This is an optimization exercise on Yosys and OpenROAD, whose aim is small area, a short achievable clock period and few clock cycles, not a production implementation. Only simulation tests tie the RTL to the original design; equivalence was not proved. Power figures rest on the tool's default switching activity, not on a simulated workload.

<file path="flow/run.sh">
#!/bin/bash
# synth_recipe.tcl (not shown) runs the flow's synth.tcl, then flattens the netlist and writes it again
# the make line also repeats each setting of config.mk as NAME=value (left out here)
make -C /OpenROAD-flow-scripts/flow DESIGN_CONFIG=/design/flow/config.mk WORK_HOME=/design/flow/orfs CLKGATE_MAP_FILE= SYNTH_SCRIPT=/design/flow/synth_recipe.tcl finish
</file>
<file path="flow/config.mk">
export PLATFORM = sky130hd
export DESIGN_NAME = ft300_stream
export DESIGN_NICKNAME = ft300_stream
export VERILOG_FILES = /design/flow/design.v
export SDC_FILE = /design/flow/constraint.sdc
export NUM_CORES = 4
export LEC_CHECK = 0
export CAP_MARGIN = 20
export CORE_MARGIN = 2
export CORE_UTILIZATION = 40
export SLEW_MARGIN = 20
</file>
<file path="flow/constraint.sdc">
create_clock -name core_clock -period 15.0 [get_ports {clk}]
set_input_delay 3.0000 -clock core_clock [delete_from_list [all_inputs] [get_ports {clk}]]
set_output_delay 3.0000 -clock core_clock [all_outputs]
set_load 0.01 [all_outputs]
</file>
<file path="flow/design.v">
module ft300_stream (
    input  wire         clk,
    input  wire         rst,             
    input  wire         ev_valid,
    input  wire [10:0]  ev,              
    input  wire [31:0]  now,             
    output wire         ev_ready,
    output reg          meas_valid,
    output reg  [107:0] meas_h,          
    output wire [383:0] meas_f,          
    output reg  [31:0]  meas_freq,       
    output reg          stop_valid,
    output wire [2:0]   st,
    output wire [1:0]   err,
    output wire [1:0]   err_detail,
    output wire         xport_held,
    output wire         zero_valid,
    output wire         cancel_pending,
    output wire [4:0]   clen,
    output wire [31:0]  count
);
    localparam [2:0] OP_BYTE    = 3'b001;
    localparam [2:0] OP_TIMEOUT = 3'b010;
    localparam [2:0] OP_START   = 3'b011;
    localparam [2:0] OP_CANCEL  = 3'b100;
    localparam [2:0] OP_RESET   = 3'b101;
    localparam [2:0] ST_UNINIT  = 3'd0;
    localparam [2:0] ST_WARM    = 3'd1;
    localparam [2:0] ST_ZERO    = 3'd2;
    localparam [2:0] ST_STREAM  = 3'd3;
    localparam [2:0] ST_STOP    = 3'd4;
    localparam [1:0] ERR_NONE      = 2'b00;
    localparam [1:0] ERR_CANCELLED = 2'b01;
    localparam [1:0] ERR_TRANSPORT = 2'b10;
    localparam [1:0] ERR_PROTOCOL  = 2'b11;
    localparam [1:0] DET_NONE    = 2'b00;
    localparam [1:0] DET_TIMEOUT = 2'b01;
    localparam [1:0] DET_LENGTH  = 2'b10;
    localparam [1:0] DET_CRC     = 2'b11;
    localparam [15:0] CRC_AFTER_MARKER = 16'h4498;
    localparam [51:0] N_ONE  = 52'd1000000;               
    localparam [51:0] N_ONEN = 52'd1000000 << 32;         
    reg [2:0]   st_q;
    reg [4:0]   clen_q;
    reg         m1_q;
    reg [15:0]  crc_q;
    reg         zero_valid_q;
    reg [31:0]  count_q;
    reg [31:0]  t0_q;
    reg [1:0]   err_q;
    reg [1:0]   det_q;
    reg         cancel_q;
    reg         xport_q;
    reg         busy_q;
    assign st             = st_q;
    assign err            = err_q;
    assign err_detail     = det_q;
    assign xport_held     = xport_q;
    assign zero_valid     = zero_valid_q;
    assign cancel_pending = cancel_q;
    assign clen           = clen_q;
    assign count          = count_q;
    assign ev_ready = !busy_q;
    wire        accept  = ev_valid && !busy_q;
    wire [2:0]  op      = ev[10:8];
    wire [7:0]  b       = ev[7:0];
    wire        active  = (st_q == ST_WARM) || (st_q == ST_ZERO) || (st_q == ST_STREAM);
    wire        is_byte = accept && (op == OP_BYTE) && active;
    wire        hit     = m1_q && (b == 8'h4E);
    wire [4:0]  chunk_len = (clen_q == 5'd17) ? 5'd17 : clen_q + 5'd1;
    wire        crc_ok  = (crc_q == 16'd0);
    wire        frame_ok = (clen_q == 5'd15) && crc_ok;    
    function [4:0] step10;
        input [4:0] t;
        begin
            case (t)
            5'd0: step10 = {1'b0, 4'd0};
            5'd1: step10 = {1'b0, 4'd1};
            5'd2: step10 = {1'b0, 4'd2};
            5'd3: step10 = {1'b0, 4'd3};
            5'd4: step10 = {1'b0, 4'd4};
            5'd5: step10 = {1'b0, 4'd5};
            5'd6: step10 = {1'b0, 4'd6};
            5'd7: step10 = {1'b0, 4'd7};
            5'd8: step10 = {1'b0, 4'd8};
            5'd9: step10 = {1'b0, 4'd9};
            5'd10: step10 = {1'b1, 4'd0};
            5'd11: step10 = {1'b1, 4'd1};
            5'd12: step10 = {1'b1, 4'd2};
            5'd13: step10 = {1'b1, 4'd3};
            5'd14: step10 = {1'b1, 4'd4};
            5'd15: step10 = {1'b1, 4'd5};
            5'd16: step10 = {1'b1, 4'd6};
            5'd17: step10 = {1'b1, 4'd7};
            5'd18: step10 = {1'b1, 4'd8};
            5'd19: step10 = {1'b1, 4'd9};
            default: step10 = 5'd0;
            endcase
        end
    endfunction
    function [5:0] step25;
        input [5:0] t;
        begin
            case (t)
            6'd0: step25 = {1'b0, 5'd0};
            6'd1: step25 = {1'b0, 5'd1};
            6'd2: step25 = {1'b0, 5'd2};
            6'd3: step25 = {1'b0, 5'd3};
            6'd4: step25 = {1'b0, 5'd4};
            6'd5: step25 = {1'b0, 5'd5};
            6'd6: step25 = {1'b0, 5'd6};
            6'd7: step25 = {1'b0, 5'd7};
            6'd8: step25 = {1'b0, 5'd8};
            6'd9: step25 = {1'b0, 5'd9};
            6'd10: step25 = {1'b0, 5'd10};
            6'd11: step25 = {1'b0, 5'd11};
            6'd12: step25 = {1'b0, 5'd12};
            6'd13: step25 = {1'b0, 5'd13};
            6'd14: step25 = {1'b0, 5'd14};
            6'd15: step25 = {1'b0, 5'd15};
            6'd16: step25 = {1'b0, 5'd16};
            6'd17: step25 = {1'b0, 5'd17};
            6'd18: step25 = {1'b0, 5'd18};
            6'd19: step25 = {1'b0, 5'd19};
            6'd20: step25 = {1'b0, 5'd20};
            6'd21: step25 = {1'b0, 5'd21};
            6'd22: step25 = {1'b0, 5'd22};
            6'd23: step25 = {1'b0, 5'd23};
            6'd24: step25 = {1'b0, 5'd24};
            6'd25: step25 = {1'b1, 5'd0};
            6'd26: step25 = {1'b1, 5'd1};
            6'd27: step25 = {1'b1, 5'd2};
            6'd28: step25 = {1'b1, 5'd3};
            6'd29: step25 = {1'b1, 5'd4};
            6'd30: step25 = {1'b1, 5'd5};
            6'd31: step25 = {1'b1, 5'd6};
            6'd32: step25 = {1'b1, 5'd7};
            6'd33: step25 = {1'b1, 5'd8};
            6'd34: step25 = {1'b1, 5'd9};
            6'd35: step25 = {1'b1, 5'd10};
            6'd36: step25 = {1'b1, 5'd11};
            6'd37: step25 = {1'b1, 5'd12};
            6'd38: step25 = {1'b1, 5'd13};
            6'd39: step25 = {1'b1, 5'd14};
            6'd40: step25 = {1'b1, 5'd15};
            6'd41: step25 = {1'b1, 5'd16};
            6'd42: step25 = {1'b1, 5'd17};
            6'd43: step25 = {1'b1, 5'd18};
            6'd44: step25 = {1'b1, 5'd19};
            6'd45: step25 = {1'b1, 5'd20};
            6'd46: step25 = {1'b1, 5'd21};
            6'd47: step25 = {1'b1, 5'd22};
            6'd48: step25 = {1'b1, 5'd23};
            6'd49: step25 = {1'b1, 5'd24};
            default: step25 = 6'd0;
            endcase
        end
    endfunction
    reg  [7:0]  b_q;
    reg  [7:0]  lo_q;
    reg         crc_en_q, crc_init_q, lo_en_q;
    reg         v0_q;
    reg  [2:0]  ax0_q;
    always @(posedge clk) begin
        b_q        <= b;
        crc_en_q   <= is_byte && (clen_q < 5'd14);
        crc_init_q <= (clen_q == 5'd0);
        lo_en_q    <= is_byte && !clen_q[0];
        v0_q       <= is_byte && clen_q[0] && (clen_q < 5'd12);
        ax0_q      <= clen_q[3:1];
        if (lo_en_q)
            lo_q <= b_q;
    end
    reg [15:0] crc_next;
    integer    k;
    always @* begin
        crc_next = crc_init_q ? CRC_AFTER_MARKER : crc_q;
        crc_next = crc_next ^ {8'h00, b_q};
        for (k = 0; k < 8; k = k + 1)
            crc_next = crc_next[0] ? ((crc_next >> 1) ^ 16'hA001) : (crc_next >> 1);
    end
    always @(posedge clk)
        if (crc_en_q)
            crc_q <= crc_next;
    wire [15:0] hf    = {~b_q[7], b_q[6:0], lo_q};
    wire        tq0   = (ax0_q >= 3'd3);
    reg  [12:0] q10;
    reg  [3:0]  r10;
    integer     i10;
    always @* begin
        r10 = {1'b0, hf[15:13]};
        for (i10 = 12; i10 >= 0; i10 = i10 - 1)
            {q10[i10], r10} = step10({r10, hf[i10]});
    end
    reg  [15:0] hA_q;
    reg  [3:0]  rA_q;
    reg         tqA_q, vA_q;
    reg  [2:0]  axA_q;
    always @(posedge clk) begin
        hA_q  <= tq0 ? {3'd0, q10} : hf;
        rA_q  <= r10;
        tqA_q <= tq0;
        vA_q  <= v0_q;
        axA_q <= ax0_q;
    end
    wire        incA  = (rA_q >= 4'd4) || ((rA_q == 4'd3) && !hA_q[0]);
    wire [12:0] hTA   = hA_q[12:0] + {12'd0, incA};
    reg [15:0] zf_q [0:2];
    reg [12:0] zt_q [0:2];
    reg [15:0] zsel;
    always @* begin
        case (axA_q)
        3'd0: zsel = zf_q[0];
        3'd1: zsel = zf_q[1];
        3'd2: zsel = zf_q[2];
        3'd3: zsel = {3'd0, zt_q[0]};
        3'd4: zsel = {3'd0, zt_q[1]};
        default: zsel = {3'd0, zt_q[2]};
        endcase
    end
    reg  [15:0] hB_q;
    reg  [15:0] zB_q;
    reg         vB_q;
    reg  [2:0]  axB_q;
    always @(posedge clk) begin
        hB_q  <= tqA_q ? {3'd0, hTA} : hA_q;
        zB_q  <= zsel;
        vB_q  <= vA_q;
        axB_q <= axA_q;
    end
    always @(posedge clk) begin
        if (vB_q && (st_q == ST_ZERO)) begin
            case (axB_q)
            3'd0: zf_q[0] <= hB_q;
            3'd1: zf_q[1] <= hB_q;
            3'd2: zf_q[2] <= hB_q;
            3'd3: zt_q[0] <= hB_q[12:0];
            3'd4: zt_q[1] <= hB_q[12:0];
            default: zt_q[2] <= hB_q[12:0];
            endcase
        end
    end
    wire [16:0] dC1 = {1'b0, hB_q} - {1'b0, zB_q};      
    wire [16:0] dC2 = {1'b0, zB_q} - {1'b0, hB_q};      
    wire [15:0] aC  = dC1[16] ? dC2[15:0] : dC1[15:0];
    integer j;
    always @(posedge clk) begin
        if (vB_q) begin
            for (j = 0; j < 6; j = j + 1)
                if (axB_q == j[2:0])
                    meas_h[18*j +: 18] <= {dC1[16], dC1};
        end
    end
    reg  [15:0] aC_q;
    reg         vC_q;
    reg  [2:0]  axC_q;
    always @(posedge clk) begin
        aC_q  <= aC;
        vC_q  <= vB_q;
        axC_q <= axB_q;
    end
    reg [3:0] lzc;
    integer   s;
    always @* begin
        lzc = 4'd0;
        for (s = 0; s < 16; s = s + 1)
            if (aC_q[s])
                lzc = 4'd15 - s[3:0];
    end
    wire [15:0] xD = aC_q << lzc;
    reg  [1:0]  qd;
    reg  [4:0]  rd;
    always @* begin
        {qd[1], rd} = step25({1'b0, xD[15:11]});
        {qd[0], rd} = step25({rd, xD[10]});
    end
    reg  [1:0]  qD_q;
    reg  [4:0]  rD_q;
    reg  [9:0]  xD_q;
    reg  [3:0]  lzD_q;
    reg         nzD_q, vD_q;
    reg  [2:0]  axD_q;
    always @(posedge clk) begin
        qD_q  <= qd;
        rD_q  <= rd;
        xD_q  <= xD[9:0];
        lzD_q <= lzc;
        nzD_q <= (aC_q != 16'd0);
        vD_q  <= vC_q;
        axD_q <= axC_q;
    end
    reg  [4:0]  qe;
    reg  [4:0]  re;
    integer     ie;
    always @* begin
        re = rD_q;
        for (ie = 4; ie >= 0; ie = ie - 1)
            {qe[ie], re} = step25({re, xD_q[5 + ie]});
    end
    reg  [6:0]  qE_q;
    reg  [4:0]  rE_q;
    reg  [4:0]  xE_q;
    reg  [3:0]  lzE_q;
    reg         nzE_q, vE_q;
    reg  [2:0]  axE_q;
    always @(posedge clk) begin
        qE_q  <= {qD_q, qe};
        rE_q  <= re;
        xE_q  <= xD_q[4:0];
        lzE_q <= lzD_q;
        nzE_q <= nzD_q;
        vE_q  <= vD_q;
        axE_q <= axD_q;
    end
    reg  [4:0]  qf;
    reg  [4:0]  rf;
    integer     jf;
    always @* begin
        rf = rE_q;
        for (jf = 4; jf >= 0; jf = jf - 1)
            {qf[jf], rf} = step25({rf, xE_q[jf]});
    end
    reg  [11:0] qF_q;
    reg  [4:0]  rF_q;
    reg  [3:0]  lzF_q;
    reg         nzF_q, vF_q;
    reg  [2:0]  axF_q;
    always @(posedge clk) begin
        qF_q  <= {qE_q, qf};
        rF_q  <= rf;
        lzF_q <= lzE_q;
        nzF_q <= nzE_q;
        vF_q  <= vE_q;
        axF_q <= axE_q;
    end
    reg  [19:0] pat;
    always @* begin
        case (rF_q)
        5'd0:  pat = 20'd0;       5'd1:  pat = 20'd41943;   5'd2:  pat = 20'd83886;
        5'd3:  pat = 20'd125829;  5'd4:  pat = 20'd167772;  5'd5:  pat = 20'd209715;
        5'd6:  pat = 20'd251658;  5'd7:  pat = 20'd293601;  5'd8:  pat = 20'd335544;
        5'd9:  pat = 20'd377487;  5'd10: pat = 20'd419430;  5'd11: pat = 20'd461373;
        5'd12: pat = 20'd503316;  5'd13: pat = 20'd545259;  5'd14: pat = 20'd587202;
        5'd15: pat = 20'd629145;  5'd16: pat = 20'd671088;  5'd17: pat = 20'd713031;
        5'd18: pat = 20'd754974;  5'd19: pat = 20'd796917;  5'd20: pat = 20'd838860;
        5'd21: pat = 20'd880803;  5'd22: pat = 20'd922746;  5'd23: pat = 20'd964689;
        5'd24: pat = 20'd1006632;
        default: pat = 20'd0;
        endcase
    end
    wire        q12  = qF_q[11];
    wire [10:0] mhiG = q12 ? qF_q[10:0] : {qF_q[9:0], pat[19]};
    wire [19:0] mmdG = q12 ? pat : {pat[18:0], pat[19]};
    wire [3:0]  l4G  = q12 ? {pat[2:0], pat[19]} : {pat[1:0], pat[19:18]};
    wire        gG   = q12 ? pat[18] : pat[17];
    wire [3:0]  mloG = l4G + {3'd0, gG};
    wire [4:0]  exG  = 5'd16 - {1'b0, lzF_q} - {4'd0, !q12};    
    reg [10:0] mhi_q [0:5];
    reg [19:0] mmd_q [0:5];
    reg [3:0]  mlo_q [0:5];
    reg [5:0]  ex_q  [0:5];      
    always @(posedge clk) begin
        if (vF_q) begin
            for (j = 0; j < 6; j = j + 1)
                if (axF_q == j[2:0]) begin
                    mhi_q[j] <= mhiG;
                    mmd_q[j] <= mmdG;
                    mlo_q[j] <= mloG;
                    ex_q[j]  <= {nzF_q && exG[4:3] != 2'b00,
                                 nzF_q && exG[4:3] == 2'b00,
                                 nzF_q && (exG[4:3] == 2'b00 || exG[4]),
                                 nzF_q ? exG[2:0] : 3'b000};
                end
        end
    end
    genvar g;
    generate
        for (g = 0; g < 6; g = g + 1) begin : gf
            assign meas_f[64*g +: 64] = {meas_h[18*g+17],
                                         ex_q[g][5], {6{ex_q[g][4]}}, ex_q[g][3], ex_q[g][2:0],
                                         mhi_q[g], mmd_q[g], mmd_q[g][19:3], mlo_q[g]};
        end
    endgenerate
    reg [1:0]  dph_q;            
    reg [31:0] now_q;
    reg [31:0] d_q;              
    reg [31:0] p_q;              
    reg [21:0] s_q;              
    reg [33:0] q_q;              
    reg [4:0]  cnt_q;
    reg        sat_q, zres_q, cwrap_q;
    reg [51:0] nacc_q;           
    reg [51:0] nn_q;             
    reg [5:0]  lzn_q;
    reg        tcap_q;
    always @(posedge clk)
        now_q <= now;
    wire [51:0] nacc_nx = cwrap_q ? N_ONE : nacc_q + N_ONE;
    reg nreset;      
    always @(posedge clk) begin
        meas_valid <= 1'b0;
        stop_valid <= 1'b0;
        tcap_q     <= 1'b0;
        nreset      = 1'b0;
        if (tcap_q)
            t0_q <= now_q;
        if (rst) begin
            st_q         <= ST_UNINIT;
            clen_q       <= 5'd0;
            m1_q         <= 1'b0;
            zero_valid_q <= 1'b0;
            count_q      <= 32'd0;
            err_q        <= ERR_NONE;
            det_q        <= DET_NONE;
            cancel_q     <= 1'b0;
            xport_q      <= 1'b0;
            busy_q       <= 1'b0;
            nreset        = 1'b1;
        end else if (busy_q) begin
            if (dph_q == 2'd0) begin
                count_q <= count_q + 32'd1;
                cwrap_q <= (count_q == 32'hFFFF_FFFF);
            end
            if (dph_q == 2'd3) begin
                busy_q     <= 1'b0;
                meas_valid <= 1'b1;
                if (cancel_q) begin
                    st_q       <= ST_STOP;
                    err_q      <= ERR_CANCELLED;
                    det_q      <= DET_NONE;
                    cancel_q   <= 1'b0;
                    xport_q    <= 1'b0;
                    stop_valid <= 1'b1;
                end
            end
        end else if (accept) begin
            case (op)
            OP_START: begin
                if (st_q == ST_UNINIT) begin
                    st_q    <= ST_WARM;
                    xport_q <= 1'b1;
                    clen_q  <= 5'd0;
                    m1_q    <= 1'b0;
                end
            end
            OP_CANCEL: begin
                if (st_q == ST_STREAM && clen_q == 5'd0) begin
                    st_q       <= ST_STOP;
                    err_q      <= ERR_CANCELLED;
                    det_q      <= DET_NONE;
                    cancel_q   <= 1'b0;
                    xport_q    <= 1'b0;
                    stop_valid <= 1'b1;
                end else if (active) begin
                    cancel_q <= 1'b1;
                end
            end
            OP_TIMEOUT: begin
                if (active) begin
                    st_q       <= ST_STOP;
                    err_q      <= ERR_TRANSPORT;
                    det_q      <= DET_TIMEOUT;
                    clen_q     <= 5'd0;
                    m1_q       <= 1'b0;
                    cancel_q   <= 1'b0;
                    xport_q    <= 1'b0;
                    stop_valid <= 1'b1;
                end
            end
            OP_RESET: begin
                st_q         <= ST_UNINIT;
                clen_q       <= 5'd0;
                m1_q         <= 1'b0;
                zero_valid_q <= 1'b0;
                count_q      <= 32'd0;
                err_q        <= ERR_NONE;
                det_q        <= DET_NONE;
                cancel_q     <= 1'b0;
                xport_q      <= 1'b0;
                nreset        = 1'b1;
            end
            OP_BYTE: begin
                if (active) begin
                    if (!hit) begin
                        m1_q   <= (b == 8'h20);
                        clen_q <= chunk_len;
                    end else begin
                        clen_q <= 5'd0;
                        m1_q   <= 1'b0;
                        if (st_q == ST_WARM) begin
                            st_q <= ST_ZERO;
                        end else if (!frame_ok) begin
                            st_q       <= ST_STOP;
                            err_q      <= ERR_PROTOCOL;
                            det_q      <= (clen_q != 5'd15) ? DET_LENGTH : DET_CRC;
                            cancel_q   <= 1'b0;
                            xport_q    <= 1'b0;
                            stop_valid <= 1'b1;
                        end else if (st_q == ST_ZERO) begin
                            zero_valid_q <= 1'b1;
                            tcap_q       <= 1'b1;
                            if (cancel_q) begin
                                st_q       <= ST_STOP;
                                err_q      <= ERR_CANCELLED;
                                det_q      <= DET_NONE;
                                cancel_q   <= 1'b0;
                                xport_q    <= 1'b0;
                                stop_valid <= 1'b1;
                            end else begin
                                st_q <= ST_STREAM;
                            end
                        end else begin
                            busy_q <= 1'b1;
                        end
                    end
                end
            end
            default: ;  
            endcase
        end
        if (nreset) begin
            nacc_q <= N_ONE;
            nn_q   <= N_ONEN;
            lzn_q  <= 6'd32;
        end else if (busy_q && dph_q == 2'd1) begin
            nacc_q <= nacc_nx;
            nn_q   <= nacc_nx;
            lzn_q  <= 6'd0;
        end else if (nn_q[51:44] == 8'd0) begin
            nn_q   <= nn_q << 8;
            lzn_q  <= lzn_q + 6'd8;
        end else if (!nn_q[51]) begin
            nn_q   <= nn_q << 1;
            lzn_q  <= lzn_q + 6'd1;
        end
    end
    reg [4:0]  lze;
    always @* begin
        lze = 5'd0;
        for (s = 0; s < 32; s = s + 1)
            if (d_q[s])
                lze = 5'd31 - s[4:0];
    end
    wire       ezero = (d_q == 32'd0);
    wire [6:0] stepsb = 7'd38 + {2'd0, lze} - {1'b0, lzn_q};
    wire       odd   = stepsb[0];
    wire       satc  = ezero || (stepsb > 7'd50);
    wire       zresc = cwrap_q || (stepsb <= 7'd16);
    wire [33:0] tr  = {p_q, s_q[21:20]};
    wire [34:0] r1  = {1'b0, tr} - {3'b000, d_q};
    wire [34:0] r2  = {1'b0, tr} - {2'b00, d_q, 1'b0};
    wire [34:0] r3  = {1'b0, tr} - {3'b000, d_q} - {2'b00, d_q, 1'b0};
    wire        ge1 = !r1[34];
    wire        ge2 = !r2[34];
    wire        ge3 = !r3[34];
    wire [31:0] pn  = ge3 ? r3[31:0] : ge2 ? r2[31:0] : ge1 ? r1[31:0] : tr[31:0];
    wire [1:0]  dg  = ge3 ? 2'd3 : ge2 ? 2'd2 : ge1 ? 2'd1 : 2'd0;
    wire        gq   = q_q[0];
    wire [32:0] qi   = q_q[33:1];
    wire        incq = gq && ((p_q != 32'd0) || qi[0]);
    wire [33:0] qr   = {1'b0, qi} + {33'd0, incq};
    wire [31:0] p_init = odd ? {2'b00, nn_q[51:22]} : {1'b0, nn_q[51:21]};
    wire [21:0] s_init = odd ? nn_q[21:0] : {nn_q[20:0], 1'b0};
    wire [6:0]  c_rnd  = stepsb - 7'd15;                   
    wire [4:0]  c_init = c_rnd[5:1];
    always @(posedge clk) begin
        p_q   <= (dph_q == 2'd1) ? p_init : pn;
        s_q   <= (dph_q == 2'd1) ? s_init : {s_q[19:0], 2'b00};
        q_q   <= (dph_q == 2'd1) ? 34'd0  : {q_q[31:0], dg};
        cnt_q <= (dph_q == 2'd1) ? c_init : cnt_q - 5'd1;
        if (sat_q || qr[33] || qr[32])
            meas_freq <= 32'hFFFF_FFFF;
        else if (zres_q)
            meas_freq <= 32'd0;
        else
            meas_freq <= qr[31:0];
    end
    always @(posedge clk) begin
        if (!busy_q) begin
            dph_q <= 2'd0;
        end else begin
            case (dph_q)
            2'd0: begin
                d_q   <= now_q - t0_q;
                dph_q <= 2'd1;
            end
            2'd1: begin
                d_q    <= d_q << lze;
                sat_q  <= satc;
                zres_q <= zresc;
                dph_q  <= (satc || zresc) ? 2'd3 : 2'd2;
            end
            2'd2: begin
                if (cnt_q == 5'd1)
                    dph_q <= 2'd3;
            end
            default: ;
            endcase
        end
    end
endmodule
</file>
==> out/metrics.cfg, run 1 <==
[logic_synthesis]
synth-adder-area-share_pct = 6.35
synth.area.mux_share_pct = 4.81
yosysSeqAreaShare_pct = 47.0
synth_commonest_cells = 526 x edfxtp_1, 495 x dfxtp_1, 478 x nor2_1
ys_seq_elements = 1021
synth_edf_count = 526
ys.flop_type = edfxtp_1
yosysTopAreaCell = edfxtp_1
synth-simple-area-share_pct = 14.6
syn_nets = 5891
synth-async-reset-ratio_pct = 0
yosys-top-cells-area = edfxtp_1 29%, dfxtp_1 18%, ha_1 6.1%
ys.warnings.count = 7
synth_top_family_by_area = compound AO/OA/AOI/OAI gates
synth_compound_area_share_pct = 16.9
synthXorXnorAreaFrac_pct = 4.70
ys_types = 107
syn_inst = 5573
synth_top_area_share_pct = 28.9
syn_avg_cell_area_sq_um = 9.82
yosysMostFrequentCell = edfxtp_1
syn_area_sq_um = 54700

[floorplan]
ios = 620
rows = 135
start_util_pct = 40.4
dieWidth_microns = 374
dieArea_sq_um = 140000
coreArea_sq_um = 136000
die_y_microns = 374

[global_route]
grt_pass1_wl_mm = 238
antenna_found_initial = 8
grt_pass1_vias = 40300
globalRouteTotalUtil_pct = 21.2
grt-ovfl-total = 0
grt_max_degree = 75

[setup_path]
crit_top_cell = a211oi_1
r2r-start = d_q[0]
r2r_setup_slack_ns = 8.25
cp-start-kind = flip-flop
critPathLaunch = d_q[0]
worstPathArrival_ns = 7.37
endpoint_kind = flip-flop
worst-path-max-fanout = 16
crit_path_max_incr_delay_ns = 0.63
cp_data_required_time_ns = 15.63
worstSetupPathType = reg2reg
cp_slowest_cell = o31ai_1

[placed_design]
place_congestion = 0.927
dp.cells = 7633
io_buffers = 619
pre_cts_slack_ns = 8.06
place_area_sq_um = 61700
dp_hpwl_mm = 113

[clock_tree]
insertion_delay_ns = 0.75
cts_tree = yes
clock-sinks = 1021
cts_made_buffers = 110
post_cts_resized = 0
htreeDepth = 3
clk_pin_slew_worst_paths_ns = 0.07
cts_setup_buffers = 0
root_buffer = clkbuf_16
clockBufferDepth = 3
cts_hold_buf = 0

[drt]
first_pass_iters = 6
antenna_left = 0
totalWireLength_mm = 155
via_count = 43100
drt_first_iter_violations = 3323
wl_per_cell_microns = 19.7
viasPerCell = 5.50
drc = 0

[flow_run]
drv_cap = 0

[final_layout]
final_cells = 7840
post-route-cell-area_sq_um = 65600
syn2layout_area_growth_pct = 19.8
fillers = 12500
nets = 6283
ff_latch_area_sq_um = 25700
final_core_util_pct = 48.4
multi_input_area_sq_um = 26100
layout-drive-gt1-share_pct = 6.54

[sta]
finalHoldViolations = 0
timing.final.crit_share_pct = 45.0
drv_slew = 0
period_needed_ns = 6.75
slew_headroom_pct = 28.6
max_freq_mhz = 148
rsz0062_at_grt = false
whs_ns = 0.325
setup-violations-final = 0
skew_ns = 0.0736
setup_ws_ns = 8.25
tns_ns = 0
worst_pin_slew_ns = 1.07

[power]
power.density_nw_per_um2 = 187
p_total_mw = 12.3
vdd_drop_max_mv = 0.180
leakagePower_nw = 24.8

[min_path]
hold_start = axE_q[2]
hp-class = reg2reg

[run_status]
status = timing/DRC/antenna clean

-- registers in the layout, indices dropped and copies added, names as in the netlist, 16 cells and up --
signal,cells
nacc_q,52
hB_q,16
mhi_q,66
meas_h,102
ex_q,36
p_q,32
mmd_q,120
mlo_q,24
t0_q,32
s_q,22
d_q,32
crc_q,16
zB_q,16
aC_q,16
zf_q,48
zt_q,39
hA_q,16
meas_freq,32
q_q,34
nn_q,52
now_q,32
count_q,32
-- report_power, final --
part / switching (mW) / internal [mW]
Combinational: 3.60 / 2.26
Clock: 1.18 / 1.67
Sequential: 0.220 / 3.34
-- area by class of cell --
type | count | share of cell area (%)
clock buffer | 142 | 4.68
inverter | 267 | 1.53
tap | 1781 | 3.40
sequential | 1021 | 39.2
antenna | 2 | 0.00763
timing repair buffer | 683 | 10.2
clock inverter | 62 | 1.26
multi-input combinational | 3882 | 39.7
-- logic make-up after synthesis --
family | count (synthesis)
adder cells (fa/ha/maj) | 274
flip-flops | 1021
AND/OR/NAND/NOR | 1651
multiplexers | 244
buffers and inverters | 670
XOR/XNOR | 292
AO/OA/AOI/OAI | 1421
-- routing by layer --
metal / up-vias / share of wire, % / GRT usage (%)
met3: 189 / 5.5 / 3.08
met4: 8 / 2.1 / 5.60
met2: 1325 / 48 / 36.2
met1: 20700 / 44 / 28.1
met5: - / 0.033 / 0
li1: 21000 / - / -
-- critical path, delay by kind of cell, from the launching register on --
kind	cells	cell delay [ns]
AND/OR/NAND/NOR	6	1.11
AO/OA/AOI/OAI	13	3.02
flip-flops	1	0.55
XOR/XNOR	1	0.55
buffers and inverters	2	0.41
adder cells (fa/ha/maj)	3	1.00
-- cells in the final DEF (no fill, tap or decap), drive strengths merged, types with 34 or more instances in the layout --
cell           count
dfxtp            495
mux2i            186
nand3            152
or3               42
a211oi            60
and2              42
xnor2            160
edfxtp           526
a31oi             52
inv              267
o211ai            48
clkbuf           142
mux2              48
nand4             40
ha               265
buf               64
o31ai             39
and3              59
a221oi            37
nor4              39
nor2             479
nand2b            86
nor3             109
a21o              69
o21ai            334
o22ai             34
clkinv            43
nand2            406
nor2b            102
xor2             131
clkdlybuf4s50    619
a21oi            403
o21a              42
-- worst paths after layout --
path / endpoint / depth (start not counted)
worst max-delay path: p_q[17] / 25
worst min-delay path: axF_q[2] / 0
worst max register to register: p_q[17] / 25
worst min register to register: axF_q[2] / 0
Testbench counts, summed over its fixed seeds: cycles 15,609.
==> run 2: changes to the inputs <==
--- a/flow/design.v
+++ b/flow/design.v
@@ -383,18 +383,81 @@
     endgenerate
     reg [1:0]  dph_q;            
-    reg [31:0] now_q;
     reg [31:0] d_q;              
     reg [31:0] p_q;              
     reg [21:0] s_q;              
-    reg [33:0] q_q;              
-    reg [4:0]  cnt_q;
-    reg        sat_q, zres_q, cwrap_q;
+    reg [32:0] q_q;              
+    reg [32:0] qp_q;             
+    reg [4:0]  cnt_q;            
+    reg        sat_q, zres_q;    
     reg [51:0] nacc_q;           
     reg [51:0] nn_q;             
     reg [5:0]  lzn_q;
     reg        tcap_q;
-    always @(posedge clk)
-        now_q <= now;
-    wire [51:0] nacc_nx = cwrap_q ? N_ONE : nacc_q + N_ONE;
+    wire       cwrap   = (count_q == 32'hFFFF_FFFF);
+    wire [51:0] nacc_nx = cwrap ? N_ONE : nacc_q + N_ONE;
+    reg [4:0]  lze;
+    integer    s2;
+    always @* begin
+        lze = 5'd0;
+        for (s2 = 0; s2 < 32; s2 = s2 + 1)
+            if (d_q[s2])
+                lze = 5'd31 - s2[4:0];
+    end
+    wire       ezero = (d_q == 32'd0);
+    wire [6:0] stepsb = 7'd38 + {2'd0, lze} - {1'b0, lzn_q};
+    wire       odd    = stepsb[0];
+    wire       satc   = ezero || (!cwrap && stepsb > 7'd50);
+    wire       zresc  = cwrap || (stepsb <= 7'd16);
+    wire [6:0] c_rnd  = stepsb - 7'd15;
+    wire [4:0] c_init = c_rnd[5:1];
+    wire [33:0] tr  = {p_q, s_q[21:20]};
+    wire [34:0] r1  = {1'b0, tr} - {3'b000, d_q};
+    wire [34:0] r2  = {1'b0, tr} - {2'b00, d_q, 1'b0};
+    wire [34:0] r3  = {1'b0, tr} - {3'b000, d_q} - {2'b00, d_q, 1'b0};
+    wire        ge1 = !r1[34];
+    wire        ge2 = !r2[34];
+    wire        ge3 = !r3[34];
+    wire [31:0] pn  = ge3 ? r3[31:0] : ge2 ? r2[31:0] : ge1 ? r1[31:0] : tr[31:0];
+    wire [1:0]  dg  = ge3 ? 2'd3 : ge2 ? 2'd2 : ge1 ? 2'd1 : 2'd0;
+    wire        nzp = ge3 ? (r3[31:0] != 32'd0) : ge2 ? (r2[31:0] != 32'd0) :
+                      ge1 ? (r1[31:0] != 32'd0) : (tr[31:0] != 32'd0);
+    wire [32:0] qlast = {q_q[31:0], dg[1]};
+    wire [32:0] qlinc = dg[1] ? {qp_q[31:0], 1'b0} : {q_q[31:0], 1'b1};
+    wire        rinc  = dg[0] && (nzp || dg[1]);
+    wire        qovf  = q_q[32] || q_q[31] || (rinc && (qp_q[32] || qp_q[31] && dg[1]));
+    wire [31:0] qres  = rinc ? qlinc[31:0] : qlast[31:0];
+    wire [31:0] p_init = odd ? {2'b00, nn_q[51:22]} : {1'b0, nn_q[51:21]};
+    wire [21:0] s_init = odd ? nn_q[21:0] : {nn_q[20:0], 1'b0};
+    wire        done    = busy_q && dph_q[1] && (cnt_q == 5'd1);
+    always @(posedge clk) begin
+        p_q   <= dph_q[1] ? pn : p_init;
+        s_q   <= dph_q[1] ? {s_q[19:0], 2'b00} : s_init;
+        q_q   <= dph_q[1] ? {q_q[30:0], dg} : 33'd0;
+        qp_q  <= dph_q[1] ? ((dg == 2'd3) ? {qp_q[30:0], 2'b00} : {q_q[30:0], dg + 2'd1}) : 33'd1;
+        cnt_q <= dph_q[1] ? cnt_q - 5'd1 : ((satc || zresc) ? 5'd1 : c_init);
+        sat_q <= dph_q[1] ? sat_q : satc;
+        zres_q <= dph_q[1] ? zres_q : zresc;
+        if (sat_q || (!zres_q && qovf))
+            meas_freq <= 32'hFFFF_FFFF;
+        else if (zres_q)
+            meas_freq <= 32'd0;
+        else
+            meas_freq <= qres;
+    end
+    always @(posedge clk) begin
+        if (!busy_q) begin
+            d_q   <= now;                
+            dph_q <= 2'd0;
+        end else begin
+            if (dph_q == 2'd0) begin
+                d_q   <= d_q - t0_q;
+                dph_q <= 2'd1;
+            end
+            if (dph_q == 2'd1) begin
+                d_q   <= d_q << lze;
+                dph_q <= 2'd2;
+            end
+        end
+    end
     reg nreset;      
     always @(posedge clk) begin
@@ -404,5 +467,5 @@
         nreset      = 1'b0;
         if (tcap_q)
-            t0_q <= now_q;
+            t0_q <= d_q;
         if (rst) begin
             st_q         <= ST_UNINIT;
@@ -418,9 +481,7 @@
             nreset        = 1'b1;
         end else if (busy_q) begin
-            if (dph_q == 2'd0) begin
+            if (dph_q == 2'd1)
                 count_q <= count_q + 32'd1;
-                cwrap_q <= (count_q == 32'hFFFF_FFFF);
-            end
-            if (dph_q == 2'd3) begin
+            if (done) begin
                 busy_q     <= 1'b0;
                 meas_valid <= 1'b1;
@@ -535,67 +596,3 @@
         end
     end
-    reg [4:0]  lze;
-    always @* begin
-        lze = 5'd0;
-        for (s = 0; s < 32; s = s + 1)
-            if (d_q[s])
-                lze = 5'd31 - s[4:0];
-    end
-    wire       ezero = (d_q == 32'd0);
-    wire [6:0] stepsb = 7'd38 + {2'd0, lze} - {1'b0, lzn_q};
-    wire       odd   = stepsb[0];
-    wire       satc  = ezero || (stepsb > 7'd50);
-    wire       zresc = cwrap_q || (stepsb <= 7'd16);
-    wire [33:0] tr  = {p_q, s_q[21:20]};
-    wire [34:0] r1  = {1'b0, tr} - {3'b000, d_q};
-    wire [34:0] r2  = {1'b0, tr} - {2'b00, d_q, 1'b0};
-    wire [34:0] r3  = {1'b0, tr} - {3'b000, d_q} - {2'b00, d_q, 1'b0};
-    wire        ge1 = !r1[34];
-    wire        ge2 = !r2[34];
-    wire        ge3 = !r3[34];
-    wire [31:0] pn  = ge3 ? r3[31:0] : ge2 ? r2[31:0] : ge1 ? r1[31:0] : tr[31:0];
-    wire [1:0]  dg  = ge3 ? 2'd3 : ge2 ? 2'd2 : ge1 ? 2'd1 : 2'd0;
-    wire        gq   = q_q[0];
-    wire [32:0] qi   = q_q[33:1];
-    wire        incq = gq && ((p_q != 32'd0) || qi[0]);
-    wire [33:0] qr   = {1'b0, qi} + {33'd0, incq};
-    wire [31:0] p_init = odd ? {2'b00, nn_q[51:22]} : {1'b0, nn_q[51:21]};
-    wire [21:0] s_init = odd ? nn_q[21:0] : {nn_q[20:0], 1'b0};
-    wire [6:0]  c_rnd  = stepsb - 7'd15;                   
-    wire [4:0]  c_init = c_rnd[5:1];
-    always @(posedge clk) begin
-        p_q   <= (dph_q == 2'd1) ? p_init : pn;
-        s_q   <= (dph_q == 2'd1) ? s_init : {s_q[19:0], 2'b00};
-        q_q   <= (dph_q == 2'd1) ? 34'd0  : {q_q[31:0], dg};
-        cnt_q <= (dph_q == 2'd1) ? c_init : cnt_q - 5'd1;
-        if (sat_q || qr[33] || qr[32])
-            meas_freq <= 32'hFFFF_FFFF;
-        else if (zres_q)
-            meas_freq <= 32'd0;
-        else
-            meas_freq <= qr[31:0];
-    end
-    always @(posedge clk) begin
-        if (!busy_q) begin
-            dph_q <= 2'd0;
-        end else begin
-            case (dph_q)
-            2'd0: begin
-                d_q   <= now_q - t0_q;
-                dph_q <= 2'd1;
-            end
-            2'd1: begin
-                d_q    <= d_q << lze;
-                sat_q  <= satc;
-                zres_q <= zresc;
-                dph_q  <= (satc || zresc) ? 2'd3 : 2'd2;
-            end
-            2'd2: begin
-                if (cnt_q == 5'd1)
-                    dph_q <= 2'd3;
-            end
-            default: ;
-            endcase
-        end
-    end
 endmodule
--- a/flow/config.mk
+++ b/flow/config.mk
@@ -6,4 +6,5 @@
 export NUM_CORES = 4
 export LEC_CHECK = 0
+export ABC_AREA = 1
 export CAP_MARGIN = 20
 export CORE_MARGIN = 2
==> out/metrics.cfg, run 2 <==
[clock_tree]
post_cts_resized = 0  ; unchanged
clock-sinks = 1020  ; -0.098%
cts_hold_buf = 0  ; unchanged
htreeDepth = 3  ; unchanged
cts_setup_buffers = 0  ; unchanged
cts_tree = yes
clk_pin_slew_worst_paths_ns = 0.06  ; about the same
clockBufferDepth = 3  ; unchanged
root_buffer = clkbuf_16
cts_made_buffers = 110  ; unchanged
insertion_delay_ns = 0.76  ; about the same

[drt]
antenna_left = 0  ; unchanged
drt_first_iter_violations = 3149  ; -5.2%
wl_per_cell_microns = 17.7  ; -10%
drc = 0  ; unchanged
totalWireLength_mm = 146  ; -5.2%
via_count = 42200  ; -2.2%
first_pass_iters = 6  ; unchanged
viasPerCell = 5.11  ; -7.2%

[power]
p_clk_share_pct = 27.2  ; +4.0 points
pwr-share-seq_pct = 33.2  ; +4.2 points
p_sw_share_pct = 39.4  ; -1.4 points
power.density_nw_per_um2 = 165  ; -12%
power_frac_comb_pct = 39.6  ; -8.2 points
power_switching_mw = 4.09  ; -18%
p_int_mw = 6.30  ; -13%
vdd_drop_max_mv = 0.168  ; -6.7%
leakagePower_nw = 25.3  ; +2.0%

[logic_synthesis]
synth_top_area_share_pct = 30.2  ; +1.4 points
ys_seq_elements = 1020  ; -0.098%
ys.warnings.count = 7  ; unchanged
syn_inst = 5960  ; +6.9%
synth-async-reset-ratio_pct = 0  ; unchanged
yosysTopAreaCell = edfxtp_1
syn_area_sq_um = 52200  ; -4.7%
yosys-top-cells-area = edfxtp_1 30%, dfxtp_1 19%, nand2_1 7.6%
syn_avg_cell_area_sq_um = 8.76  ; -11%
yosysMostFrequentCell = nand2_1
ys.flop_type = edfxtp_1
yosysSeqAreaShare_pct = 49.2  ; +2.2 points
syn_nets = 6274  ; +6.5%
synth_edf_count = 525  ; -0.19%
ys_types = 84  ; -21%
synth_commonest_cells = 1062 x nand2_1, 684 x inv_1, 547 x o21ai_0

[placed_design]
dp.cells = 8045  ; +5.4%
pre_cts_slack_ns = 6.89  ; -1.18 ns
place_congestion = 0.920  ; -0.76%
io_buffers = 619  ; unchanged
dp_hpwl_mm = 109  ; -3.1%

[setup_path]
cp-start-kind = flip-flop
worstPathArrival_ns = 8.36  ; +0.99 ns
crit_top_cell = nand2_1
crit_buf_inv = 5  ; +3
worstSetupPathType = reg2reg
critPathTopFamily = simple AND/OR/NAND/NOR gates
cp_data_required_time_ns = 15.58  ; -0.05 ns
crit_path_max_incr_delay_ns = 0.51  ; -0.12 ns
worst-path-max-fanout = 39  ; +23
endpoint_kind = flip-flop
cp_slowest_cell = edfxtp_1

[final_layout]
nets = 6729  ; +7.1%
final_cell_mix = 1062 x nand2_1, 683 x inv_1, 619 x clkdlybuf4s50_1
ff_latch_area_sq_um = 25700  ; -0.12%
fillers = 12300  ; -1.4%
final_cells = 8255  ; +5.3%
largest_reg_flops = 120  ; unchanged
syn2layout_area_growth_pct = 20.5
regMostFlops = mmd_q
layout-drive-gt1-share_pct = 6.57  ; +0.035 points
multi_input_area_sq_um = 21900  ; -16%
top_regs = mmd_q (120), meas_h (102), mhi_q (66)
final_common_cell = nand2_1

[sta]
period_needed_ns = 7.78  ; +1.03 ns
slew_headroom_pct = 24.0  ; -4.5 points
worst_pin_slew_ns = 1.14  ; +0.0683 ns
skew_ns = 0.0501  ; -0.0234 ns
max_freq_mhz = 129  ; -13%
whs_ns = 0.326  ; +0.000776 ns
tns_ns = 0  ; unchanged
drv_slew = 0  ; unchanged
rsz0062_at_grt = false
timing.final.crit_share_pct = 51.9  ; +6.9 points
finalHoldViolations = 0  ; unchanged
setup-violations-final = 0  ; unchanged
setup_ws_ns = 7.22  ; -1.03 ns

[global_route]
globalRouteTotalUtil_pct = 21.3  ; +0.037 points
grt_max_degree = 97  ; +29%
grt_pass1_wl_mm = 225  ; -5.4%
antenna_found_initial = 7  ; -1
grt-ovfl-total = 0  ; unchanged
grt_pass1_vias = 39700  ; -1.4%

[floorplan]
dieWidth_microns = 365  ; -2.3%
die_y_microns = 365  ; -2.3%
coreArea_sq_um = 129000  ; -4.5%
ios = 620  ; unchanged
dieArea_sq_um = 133000  ; -4.6%
rows = 132  ; -2.2%
start_util_pct = 40.3  ; -0.055 points

[run_status]
status = timing/DRC/antenna clean

[min_path]
hp-class = reg2reg

[flow_run]
drv_cap = 0  ; unchanged

run 2: worst reg2reg max path, delay by kind of cell (launching register included):
family	cells	cell delay, ns
buffers and inverters	5	1.73
XOR/XNOR	2	0.40
flip-flops	1	0.51
AND/OR/NAND/NOR	21	2.57
AO/OA/AOI/OAI	10	1.56
adder cells (fa/ha/maj)	2	0.84
run 2: cell families (layout without fill, tap and decap cells):
kind of cell               count (synthesis)  after routing  share of synthesized area [%]
DFF                                     1020           1020                           49.2
xor gates and xnor gates                 169            169                           2.87
muxes                                     12             12                          0.230
adders and majority gates                268            268                           6.53
other                                      0              1                              0
AOI/OAI and AO/OA                       1404           1404                           15.6
buffers and inverters                   1048           1600                           9.04
and+or+nand+nor                         2039           2039                           16.6
run 2: layer usage:
layer  part of all wire (%)  wire length, microns  up-vias  global-route usage [%]
met3                    6.2                  9050      183                    4.12
met1                     44                 63900    19800                    27.3
met4                    2.2                  3210       12                    5.86
li1                       -                     -    21100                       -
met5                  0.053                    77        -                       0
met2                     48                 70200     1128                    36.4
run 2: power groups by stage:
stage	Clock (mW)	Sequential (mW)	Combinational, mW
3_3_place_gp	0	3.50	4.02
5_1_grt	3.01	3.46	4.72
3_5_place_dp	0	3.51	4.10
2_1_floorplan	0	3.46	3.09
6_report	2.82	3.45	4.12
4_1_cts	2.90	3.45	4.12
run 2: final timing paths:
| check | start | endpoint | slack, ns | cells after the start |
|---|---|---|---|---|
| min reg2reg | axE_q[0] | axF_q[0] | 0.33 | 0 |
| min | axE_q[0] | axF_q[0] | 0.33 | 0 |
| max reg2reg | d_q[1] | meas_freq[31] | 7.22 | 40 |
| max | d_q[1] | meas_freq[31] | 7.22 | 40 |
run 2: through the flow:
stage	util (%)	total power, mW	instance area, sq um
finish	48.5	10.4	62900
global route	48.5	11.2	62900
CTS	48.5	10.5	62900
detailed placement	45.6	7.61	59000
global placement	45.6	7.52	59000
floorplan	-	6.55	52200
run 2: cell type report:
type | count | share of cell area (%)
timing repair buffer | 678 | 10.6
multi-input combinational | 3892 | 34.8
clock buffer | 137 | 4.84
tap | 1742 | 3.47
sequential | 1020 | 40.8
clock inverter | 72 | 1.25
antenna | 1 | 0.00398
inverter | 713 | 4.26
Testbench counts of run 2, summed over its fixed seeds: cycles 14,969.
==> run 3: changes to the inputs <==
--- a/flow/design.v
+++ b/flow/design.v
@@ -53,4 +53,7 @@
     reg         xport_q;
     reg         busy_q;
+    reg         clr_q;           
+    reg         rdy_q;           
+    reg         crcok_q;         
     assign st             = st_q;
     assign err            = err_q;
@@ -60,6 +63,6 @@
     assign cancel_pending = cancel_q;
     assign clen           = clen_q;
-    assign count          = count_q;
-    assign ev_ready = !busy_q;
+    assign count          = clr_q ? 32'd0 : count_q;
+    assign ev_ready = rdy_q;
     wire        accept  = ev_valid && !busy_q;
     wire [2:0]  op      = ev[10:8];
@@ -69,5 +72,5 @@
     wire        hit     = m1_q && (b == 8'h4E);
     wire [4:0]  chunk_len = (clen_q == 5'd17) ? 5'd17 : clen_q + 5'd1;
-    wire        crc_ok  = (crc_q == 16'd0);
+    wire        crc_ok  = crcok_q;
     wire        frame_ok = (clen_q == 5'd15) && crc_ok;    
     function [4:0] step10;
@@ -181,6 +184,8 @@
     end
     always @(posedge clk)
-        if (crc_en_q)
-            crc_q <= crc_next;
+        if (crc_en_q) begin
+            crc_q   <= crc_next;
+            crcok_q <= (crc_next == 16'd0);
+        end
     wire [15:0] hf    = {~b_q[7], b_q[6:0], lo_q};
     wire        tq0   = (ax0_q >= 3'd3);
@@ -385,13 +390,14 @@
     reg [31:0] d_q;              
     reg [31:0] p_q;              
-    reg [21:0] s_q;              
+    reg [20:0] s_q;              
     reg [32:0] q_q;              
     reg [32:0] qp_q;             
-    reg [4:0]  cnt_q;            
+    reg [5:0]  cnt_q;            
     reg        sat_q, zres_q;    
     reg [51:0] nacc_q;           
     reg [51:0] nn_q;             
-    reg [5:0]  lzn_q;
+    reg [6:0]  kn_q;             
     reg        tcap_q;
+    reg        nrst_q;           
     wire       cwrap   = (count_q == 32'hFFFF_FFFF);
     wire [51:0] nacc_nx = cwrap ? N_ONE : nacc_q + N_ONE;
@@ -405,43 +411,30 @@
     end
     wire       ezero = (d_q == 32'd0);
-    wire [6:0] stepsb = 7'd38 + {2'd0, lze} - {1'b0, lzn_q};
-    wire       odd    = stepsb[0];
+    wire [6:0] stepsb = kn_q + {2'd0, lze};
     wire       satc   = ezero || (!cwrap && stepsb > 7'd50);
     wire       zresc  = cwrap || (stepsb <= 7'd16);
-    wire [6:0] c_rnd  = stepsb - 7'd15;
-    wire [4:0] c_init = c_rnd[5:1];
-    wire [33:0] tr  = {p_q, s_q[21:20]};
-    wire [34:0] r1  = {1'b0, tr} - {3'b000, d_q};
-    wire [34:0] r2  = {1'b0, tr} - {2'b00, d_q, 1'b0};
-    wire [34:0] r3  = {1'b0, tr} - {3'b000, d_q} - {2'b00, d_q, 1'b0};
-    wire        ge1 = !r1[34];
-    wire        ge2 = !r2[34];
-    wire        ge3 = !r3[34];
-    wire [31:0] pn  = ge3 ? r3[31:0] : ge2 ? r2[31:0] : ge1 ? r1[31:0] : tr[31:0];
-    wire [1:0]  dg  = ge3 ? 2'd3 : ge2 ? 2'd2 : ge1 ? 2'd1 : 2'd0;
-    wire        nzp = ge3 ? (r3[31:0] != 32'd0) : ge2 ? (r2[31:0] != 32'd0) :
-                      ge1 ? (r1[31:0] != 32'd0) : (tr[31:0] != 32'd0);
-    wire [32:0] qlast = {q_q[31:0], dg[1]};
-    wire [32:0] qlinc = dg[1] ? {qp_q[31:0], 1'b0} : {q_q[31:0], 1'b1};
-    wire        rinc  = dg[0] && (nzp || dg[1]);
-    wire        qovf  = q_q[32] || q_q[31] || (rinc && (qp_q[32] || qp_q[31] && dg[1]));
-    wire [31:0] qres  = rinc ? qlinc[31:0] : qlast[31:0];
-    wire [31:0] p_init = odd ? {2'b00, nn_q[51:22]} : {1'b0, nn_q[51:21]};
-    wire [21:0] s_init = odd ? nn_q[21:0] : {nn_q[20:0], 1'b0};
-    wire        done    = busy_q && dph_q[1] && (cnt_q == 5'd1);
-    always @(posedge clk) begin
-        p_q   <= dph_q[1] ? pn : p_init;
-        s_q   <= dph_q[1] ? {s_q[19:0], 2'b00} : s_init;
-        q_q   <= dph_q[1] ? {q_q[30:0], dg} : 33'd0;
-        qp_q  <= dph_q[1] ? ((dg == 2'd3) ? {qp_q[30:0], 2'b00} : {q_q[30:0], dg + 2'd1}) : 33'd1;
-        cnt_q <= dph_q[1] ? cnt_q - 5'd1 : ((satc || zresc) ? 5'd1 : c_init);
+    wire [6:0] c_init = stepsb - 7'd16;
+    wire [32:0] tr  = {p_q, s_q[20]};
+    wire [33:0] r1  = {1'b0, tr} - {2'b00, d_q};
+    wire        dg  = !r1[33];
+    wire [31:0] pn  = dg ? r1[31:0] : tr[31:0];
+    wire        nzp = dg ? (tr != {1'b0, d_q}) : (tr != 33'd0);
+    wire        rinc  = dg && (nzp || q_q[0]);
+    wire [32:0] qres  = rinc ? qp_q : q_q;
+    wire        done  = busy_q && dph_q[1] && (cnt_q == 6'd1);
+    always @(posedge clk) begin
+        p_q   <= dph_q[1] ? pn : {1'b0, nn_q[51:21]};
+        s_q   <= dph_q[1] ? {s_q[19:0], 1'b0} : nn_q[20:0];
+        q_q   <= dph_q[1] ? {q_q[31:0], dg} : 33'd0;
+        qp_q  <= dph_q[1] ? (dg ? {qp_q[31:0], 1'b0} : {q_q[31:0], 1'b1}) : 33'd1;
+        cnt_q <= dph_q[1] ? cnt_q - 6'd1 : ((satc || zresc) ? 6'd1 : c_init[5:0]);
         sat_q <= dph_q[1] ? sat_q : satc;
         zres_q <= dph_q[1] ? zres_q : zresc;
-        if (sat_q || (!zres_q && qovf))
+        if (sat_q || (!zres_q && qres[32]))
             meas_freq <= 32'hFFFF_FFFF;
         else if (zres_q)
             meas_freq <= 32'd0;
         else
-            meas_freq <= qres;
+            meas_freq <= qres[31:0];
     end
     always @(posedge clk) begin
@@ -465,5 +458,8 @@
         stop_valid <= 1'b0;
         tcap_q     <= 1'b0;
+        clr_q      <= 1'b0;
         nreset      = 1'b0;
+        if (clr_q)
+            count_q <= 32'd0;
         if (tcap_q)
             t0_q <= d_q;
@@ -479,4 +475,5 @@
             xport_q      <= 1'b0;
             busy_q       <= 1'b0;
+            rdy_q        <= 1'b1;
             nreset        = 1'b1;
         end else if (busy_q) begin
@@ -485,4 +482,5 @@
             if (done) begin
                 busy_q     <= 1'b0;
+                rdy_q      <= 1'b1;
                 meas_valid <= 1'b1;
                 if (cancel_q) begin
@@ -534,5 +532,5 @@
                 m1_q         <= 1'b0;
                 zero_valid_q <= 1'b0;
-                count_q      <= 32'd0;
+                clr_q        <= 1'b1;
                 err_q        <= ERR_NONE;
                 det_q        <= DET_NONE;
@@ -573,4 +571,5 @@
                         end else begin
                             busy_q <= 1'b1;
+                            rdy_q  <= 1'b0;
                         end
                     end
@@ -580,18 +579,19 @@
             endcase
         end
-        if (nreset) begin
+        nrst_q <= nreset;
+        if (nrst_q) begin
             nacc_q <= N_ONE;
             nn_q   <= N_ONEN;
-            lzn_q  <= 6'd32;
+            kn_q   <= 7'd6;
         end else if (busy_q && dph_q == 2'd1) begin
             nacc_q <= nacc_nx;
             nn_q   <= nacc_nx;
-            lzn_q  <= 6'd0;
+            kn_q   <= 7'd38;
         end else if (nn_q[51:44] == 8'd0) begin
             nn_q   <= nn_q << 8;
-            lzn_q  <= lzn_q + 6'd8;
+            kn_q   <= kn_q - 7'd8;
         end else if (!nn_q[51]) begin
             nn_q   <= nn_q << 1;
-            lzn_q  <= lzn_q + 6'd1;
+            kn_q   <= kn_q - 7'd1;
         end
     end
==> out/metrics.cfg, run 3 <==
[run_status]
status = timing/DRC/antenna clean

[clock_tree]
cts_tree = yes
htreeDepth = 3  ; unchanged
root_buffer = clkbuf_16
cts_hold_buf = 0  ; unchanged
cts_made_buffers = 110  ; unchanged
cts_setup_buffers = 0  ; unchanged
clk_pin_slew_worst_paths_ns = 0.06  ; about the same
clockBufferDepth = 3  ; unchanged
post_cts_resized = 0  ; unchanged
clock-sinks = 1025  ; +0.49%
insertion_delay_ns = 0.71  ; -0.05 ns

[final_layout]
syn2layout_area_growth_pct = 22.5
post-route-cell-area_sq_um = 59600  ; -5.2%
nets = 6131  ; -8.9%
fillers = 11300  ; -8.8%
multi_input_area_sq_um = 18500  ; -15%
ff_latch_area_sq_um = 25800  ; +0.44%
layout-drive-gt1-share_pct = 6.37  ; -0.21 points
final_cell_mix = 1047 x nand2_1, 676 x inv_1, 619 x clkdlybuf4s50_1
regMostFlops = mmd_q
largest_reg_flops = 120  ; unchanged
final_common_cell = nand2_1
top_regs = mmd_q (120), meas_h (102), mhi_q (66)

[floorplan]
rows = 127  ; -3.8%
dieArea_sq_um = 124000  ; -6.7%
die_y_microns = 353  ; -3.4%
dieWidth_microns = 353  ; -3.4%
ios = 620  ; unchanged
start_util_pct = 40.5  ; +0.15 points
coreArea_sq_um = 120000  ; -7.1%

[global_route]
grt_max_degree = 86  ; -11%
grt_pass1_wl_mm = 206  ; -8.4%
grt-ovfl-total = 0  ; unchanged
globalRouteTotalUtil_pct = 20.7  ; -0.55 points
antenna_found_initial = 13  ; +6
grt_pass1_vias = 36500  ; -8.2%

[setup_path]
endpoint_kind = flip-flop
worst-path-max-fanout = 29  ; -26%
worstSetupPathType = reg2reg
cp_slowest_cell = inv_2
worstPathArrival_ns = 6.15  ; -2.21 ns
cp_data_required_time_ns = 15.54  ; -0.04 ns
crit_path_max_incr_delay_ns = 0.76  ; +0.25 ns
critPathTopFamily = simple AND/OR/NAND/NOR gates
crit_buf_inv = 4  ; -1
cp-start-kind = flip-flop
crit_top_cell = nand3_1

[logic_synthesis]
yosysTopAreaCell = edfxtp_1
synth_top_area_share_pct = 32.5  ; +2.2 points
syn_inst = 5426  ; -9.0%
synth_commonest_cells = 1048 x nand2_1, 677 x inv_1, 526 x edfxtp_1
ys.flop_type = edfxtp_1
ys_seq_elements = 1025  ; +0.49%
syn_nets = 5668  ; -9.7%
yosysSeqAreaShare_pct = 53.0  ; +3.8 points
ys.warnings.count = 7  ; unchanged
yosysMostFrequentCell = nand2_1
syn_area_sq_um = 48700  ; -6.7%
yosys-top-cells-area = edfxtp_1 32%, dfxtp_1 21%, nand2_1 8.1%
ys_types = 73  ; -13%
synth_edf_count = 526  ; +0.19%
syn_avg_cell_area_sq_um = 8.97  ; +2.4%
synth-async-reset-ratio_pct = 0  ; unchanged

[power]
power.density_nw_per_um2 = 167  ; +1.3%
p_total_mw = 9.98  ; -4.0%
vdd_drop_max_mv = 0.240  ; +43%
leakagePower_nw = 23.5  ; -7.1%

[drt]
drt_first_iter_violations = 2813  ; -11%
via_count = 38400  ; -8.9%
drc = 0  ; unchanged
first_pass_iters = 6  ; unchanged
viasPerCell = 5.06  ; -1.0%
antenna_left = 0  ; unchanged
wl_per_cell_microns = 17.5  ; -1.2%
totalWireLength_mm = 133  ; -9.1%

[sta]
period_needed_ns = 5.61  ; -2.17 ns
whs_ns = 0.325  ; -0.00115 ns
setup_ws_ns = 9.39  ; +2.17 ns
finalHoldViolations = 0  ; unchanged
timing.final.crit_share_pct = 37.4  ; -14 points
max_freq_mhz = 178  ; +39%
skew_ns = 0.0225  ; -0.0277 ns
setup-violations-final = 0  ; unchanged
drv_slew = 0  ; unchanged
worst_pin_slew_ns = 1.02  ; -0.114 ns
rsz0062_at_grt = false
slew_headroom_pct = 31.7  ; +7.6 points
tns_ns = 0  ; unchanged

[placed_design]
place_congestion = 0.905  ; -1.7%
dp_hpwl_mm = 97.9  ; -10%
io_buffers = 619  ; unchanged
place_area_sq_um = 55500  ; -5.9%
pre_cts_slack_ns = 8.85  ; +1.97 ns

[min_path]
hp-class = reg2reg

[flow_run]
drv_cap = 0  ; unchanged

## run 3: changes by cell type after synthesis, sizes merged, moves of 27 or more
cell | before | now
a21oi | 410 | 314
clkbuf | 157 | 130
ha | 261 | 191
nand3 | 252 | 169
nor2 | 505 | 405
o21ai | 585 | 493
xor2 | 115 | 85
## run 3: per-stage QoR
stage | instances | utilization, %
detailed placement | 7387 | 46.2
CTS | 7594 | 49.5
floorplan | 5426 | -
global route | 7597 | 49.6
finish | 7598 | 49.6
global placement | 7387 | 46.2
## run 3: cell type report
type                    instances  area share [%]
inverters                     717            4.52
well taps                    1612            3.38
clock buffers                 141            5.18
repair buffers                663            11.0
flip-flops and latches       1025            43.3
diodes                          2         0.00840
multi-input cells            3372            31.1
clock inverters                66            1.55
## run 3: worst paths after layout
check	start	end	slack, ns	depth (start not counted)
max	d_q[1]	cnt_q[0]	9.39	32
min	axD_q[1]	axE_q[1]	0.32	0
max reg2reg	d_q[1]	cnt_q[0]	9.39	32
min reg2reg	axD_q[1]	axE_q[1]	0.32	0
## run 3: cells by family (layout without fill, tap and decap cells)
kind of cell               after synthesis  after routing  share of synthesized area [%]
muxes                                   13             13                          0.267
and+or+nand+nor                       1841           1841                           15.8
other                                    0              2                              0
AOI/OAI and AO/OA                     1195           1195                           14.4
adders and majority gates              196            196                           5.12
xor gates and xnor gates               127            127                           2.29
DFF                                   1025           1025                           53.0
buffers and inverters                 1029           1587                           9.20
## run 3: layer usage
layer | wire (microns) | vias up | global-route usage (%)
met2 | 64400 | 1182 | 35.9
li1 | - | 19200 | -
met3 | 8770 | 192 | 4.13
met5 | 136 | - | 0
met1 | 56900 | 17900 | 26.3
met4 | 3020 | 20 | 5.59
## run 3: power by group
group / internal (mW) / total [mW] / switching [mW]
registers: 3.30 / 3.41 / 0.105
clock network: 1.79 / 2.95 / 1.16
logic: 1.14 / 3.61 / 2.47
total: 6.23 / 9.98 / 3.74
Testbench counts of run 3, summed over its fixed seeds: cycles 17,529.
==> run 4: changes to the inputs <==
--- a/flow/design.v
+++ b/flow/design.v
@@ -39,6 +39,6 @@
     localparam [1:0] DET_CRC     = 2'b11;
     localparam [15:0] CRC_AFTER_MARKER = 16'h4498;
-    localparam [51:0] N_ONE  = 52'd1000000;               
-    localparam [51:0] N_ONEN = 52'd1000000 << 32;         
+    localparam [45:0] N_ONE  = 46'd15625;                 
+    localparam [45:0] N_ONEN = 46'd15625 << 32;           
     reg [2:0]   st_q;
     reg [4:0]   clen_q;
@@ -395,11 +395,11 @@
     reg [5:0]  cnt_q;            
     reg        sat_q, zres_q;    
-    reg [51:0] nacc_q;           
-    reg [51:0] nn_q;             
+    reg [45:0] nacc_q;           
+    reg [45:0] nn_q;             
     reg [6:0]  kn_q;             
     reg        tcap_q;
     reg        nrst_q;           
     wire       cwrap   = (count_q == 32'hFFFF_FFFF);
-    wire [51:0] nacc_nx = cwrap ? N_ONE : nacc_q + N_ONE;
+    wire [45:0] nacc_nx = cwrap ? N_ONE : nacc_q + N_ONE;
     reg [4:0]  lze;
     integer    s2;
@@ -424,6 +424,6 @@
     wire        done  = busy_q && dph_q[1] && (cnt_q == 6'd1);
     always @(posedge clk) begin
-        p_q   <= dph_q[1] ? pn : {1'b0, nn_q[51:21]};
-        s_q   <= dph_q[1] ? {s_q[19:0], 1'b0} : nn_q[20:0];
+        p_q   <= dph_q[1] ? pn : {1'b0, nn_q[45:15]};
+        s_q   <= dph_q[1] ? {s_q[19:0], 1'b0} : {nn_q[14:0], 6'd0};
         q_q   <= dph_q[1] ? {q_q[31:0], dg} : 33'd0;
         qp_q  <= dph_q[1] ? (dg ? {qp_q[31:0], 1'b0} : {q_q[31:0], 1'b1}) : 33'd1;
@@ -588,8 +588,8 @@
             nn_q   <= nacc_nx;
             kn_q   <= 7'd38;
-        end else if (nn_q[51:44] == 8'd0) begin
+        end else if (nn_q[45:38] == 8'd0) begin
             nn_q   <= nn_q << 8;
             kn_q   <= kn_q - 7'd8;
-        end else if (!nn_q[51]) begin
+        end else if (!nn_q[45]) begin
             nn_q   <= nn_q << 1;
             kn_q   <= kn_q - 7'd1;
==> out/metrics.cfg, run 4 <==
[sta]
tns_ns = 0  ; unchanged
slew_headroom_pct = 27.0  ; -4.7 points
rsz0062_at_grt = false
max_freq_mhz = 182  ; +2.1%
drv_slew = 0  ; unchanged
worst_pin_slew_ns = 1.08  ; +0.0623 ns
period_needed_ns = 5.49  ; -0.117 ns
timing.final.crit_share_pct = 36.6  ; -0.78 points

[logic_synthesis]
synth_edf_count = 526  ; unchanged
yosysTopAreaCell = edfxtp_1
yosysMostFrequentCell = nand2_1
ys_types = 70  ; -4.1%
ys.warnings.count = 7  ; unchanged
yosysSeqAreaShare_pct = 52.9  ; -0.068 points
ys_seq_elements = 1007  ; -1.8%
yosys-top-cells-area = edfxtp_1 33%, dfxtp_1 20%, nand2_1 8.5%
ys.flop_type = edfxtp_1
synth_commonest_cells = 1091 x nand2_1, 681 x inv_1, 526 x edfxtp_1
syn_inst = 5393  ; -0.61%
syn_nets = 5635  ; -0.58%
syn_area_sq_um = 48000  ; -1.3%

[drt]
drt_first_iter_violations = 2819  ; +0.21%
antenna_left = 0  ; unchanged
viasPerCell = 5.09  ; +0.60%
first_pass_iters = 6  ; unchanged
via_count = 38500  ; +0.33%
drc = 0  ; unchanged

[final_layout]
nets = 6113  ; -0.29%
largest_reg_flops = 120  ; unchanged
final_common_cell = nand2_1
n_antenna_cell = 0  ; -2
post-route-cell-area_sq_um = 58800  ; -1.4%
top_regs = mmd_q (120), meas_h (102), mhi_q (66)
fillers = 11200  ; -0.13%
final_cell_mix = 1089 x nand2_1, 681 x inv_1, 619 x clkdlybuf4s50_1
final_core_util_pct = 49.2  ; -0.36 points

[global_route]
grt-ovfl-total = 0  ; unchanged
grt_max_degree = 82  ; -4.7%
globalRouteTotalUtil_pct = 21.4  ; +0.70 points
grt_pass1_wl_mm = 209  ; +1.2%

[floorplan]
dieWidth_microns = 351  ; -0.63%
coreArea_sq_um = 119000  ; -0.66%
start_util_pct = 40.2  ; -0.25 points
dieArea_sq_um = 123000  ; -1.3%
die_y_microns = 351  ; -0.63%
ios = 620  ; unchanged

[placed_design]
dp.cells = 7373  ; -0.19%
place_area_sq_um = 55100  ; -0.78%
place_congestion = 0.896  ; -0.93%

[clock_tree]
cts_setup_buffers = 0  ; unchanged
clk_pin_slew_worst_paths_ns = 0.06  ; about the same
clockBufferDepth = 3  ; unchanged
cts_made_buffers = 108  ; -1.8%
post_cts_resized = 0  ; unchanged
root_buffer = clkbuf_16

[setup_path]
r2r_setup_slack_ns = 9.51  ; +0.12 ns
cp_data_required_time_ns = 15.62  ; +0.08 ns
worst-path-max-fanout = 63  ; +120%
worstSetupPathType = reg2reg
cp-start-kind = flip-flop

[power]
leakagePower_nw = 23.4  ; -0.69%
p_int_mw = 5.98  ; -4.0%
power_frac_comb_pct = 36.9  ; +0.7 points
power.density_nw_per_um2 = 165  ; -1.7%
p_clk_share_pct = 28.3  ; -1.3 points
p_sw_share_pct = 38.1  ; +0.63 points
vdd_drop_max_mv = 0.223  ; -7.0%
power_switching_mw = 3.69  ; -1.4%
pwr-share-seq_pct = 34.8  ; +0.6 points

[min_path]
hp-class = reg2reg

[run_status]
status = timing/DRC/antenna clean

run 4: worst paths after layout:
check,cells after the start,end,from
worst min-delay path,0,qF_q[5],qE_q[0]
worst min register to register,0,qF_q[5],qE_q[0]
worst max-delay path,25,meas_freq[4],d_q[2]
worst max register to register,25,meas_freq[4],d_q[2]
run 4: kinds of logic after synthesis:
group,synth area share [%]
adders and majority gates,5.18
muxes,0.104
buffers and inverters,9.12
AOI/OAI and AO/OA,14.1
and+or+nand+nor,16.2
DFF,52.9
xor gates and xnor gates,2.35
run 4: layout make-up:
class / instances / area (sq um) / share of cell area, %
Multi-Input combinational cell: 3368 / 18400 / 31.2
Inverter: 709 / 2660 / 4.53
Tap cell: 1612 / 2020 / 3.43
Clock buffer: 141 / 2970 / 5.05
Sequential cell: 1007 / 25400 / 43.3
Timing Repair Buffer: 677 / 6630 / 11.3
Clock inverter: 64 / 724 / 1.23
run 4: power groups by stage:
stage | clock [mW] | sequential, mW | combinational (mW)
detailed placement | 0 | 3.42 | 3.55
floorplan | 0 | 3.37 | 2.74
global route | 2.92 | 3.38 | 4.14
global placement | 0 | 3.42 | 3.49
finish | 2.74 | 3.36 | 3.57
CTS | 2.81 | 3.36 | 3.57
run 4: stage by stage:
stage	hold slack (ns)	setup WS, ns	power (mW)
floorplan	0.310	10.24	6.11
global placement	0.310	9.27	6.91
detailed placement	0.312	9.25	6.98
CTS	0.325	9.57	9.74
global route	0.328	8.93	10.4
finish	0.323	9.51	9.67
run 4: layer usage:
| metal | wire [microns] | share of wire, % | track usage (%) | up-vias |
|---|---|---|---|---|
| met3 | 7680 | 5.7 | 3.61 | 183 |
| met1 | 57700 | 43 | 26.8 | 18200 |
| li1 | - | - | - | 19100 |
| met4 | 3040 | 2.2 | 5.76 | 0 |
| met5 | 0 | 0 | 0 | - |
| met2 | 66900 | 49 | 38.0 | 1127 |
run 4: critical path: stages, from the launching register on:
cell	delay [ns]
edfxtp_1	0.44
inv_1	0.12
ha_1	0.36
a21oi_1	0.19
o21ai_1	0.13
nand2_1	0.08
o211ai_1	0.12
nand3_1	0.10
o211a_1	0.19
o21ai_1	0.11
a21oi_1	0.22
inv_1	0.07
a21oi_1	0.25
inv_1	0.07
a21oi_1	0.21
nor3_1	0.07
nor2_1	0.18
o21ai_1	0.10
and2_1	0.16
nor3_1	0.21
inv_1	0.18
nand2_2	0.76
nor2_1	0.13
o31ai_1	0.28
inv_1	0.45
nand2_1	0.20
Testbench counts of run 4, summed over its fixed seeds: cycles 17,529.

Re-timed with assumed drivers on the ports (clkbuf_16 on the clock, buf_2 on other inputs), run 4 has 9.508 ns of setup slack against 9.508 ns with ideal ports, and 9.170 ns once port delays also move by the mid clock arrival of 0.765 ns.
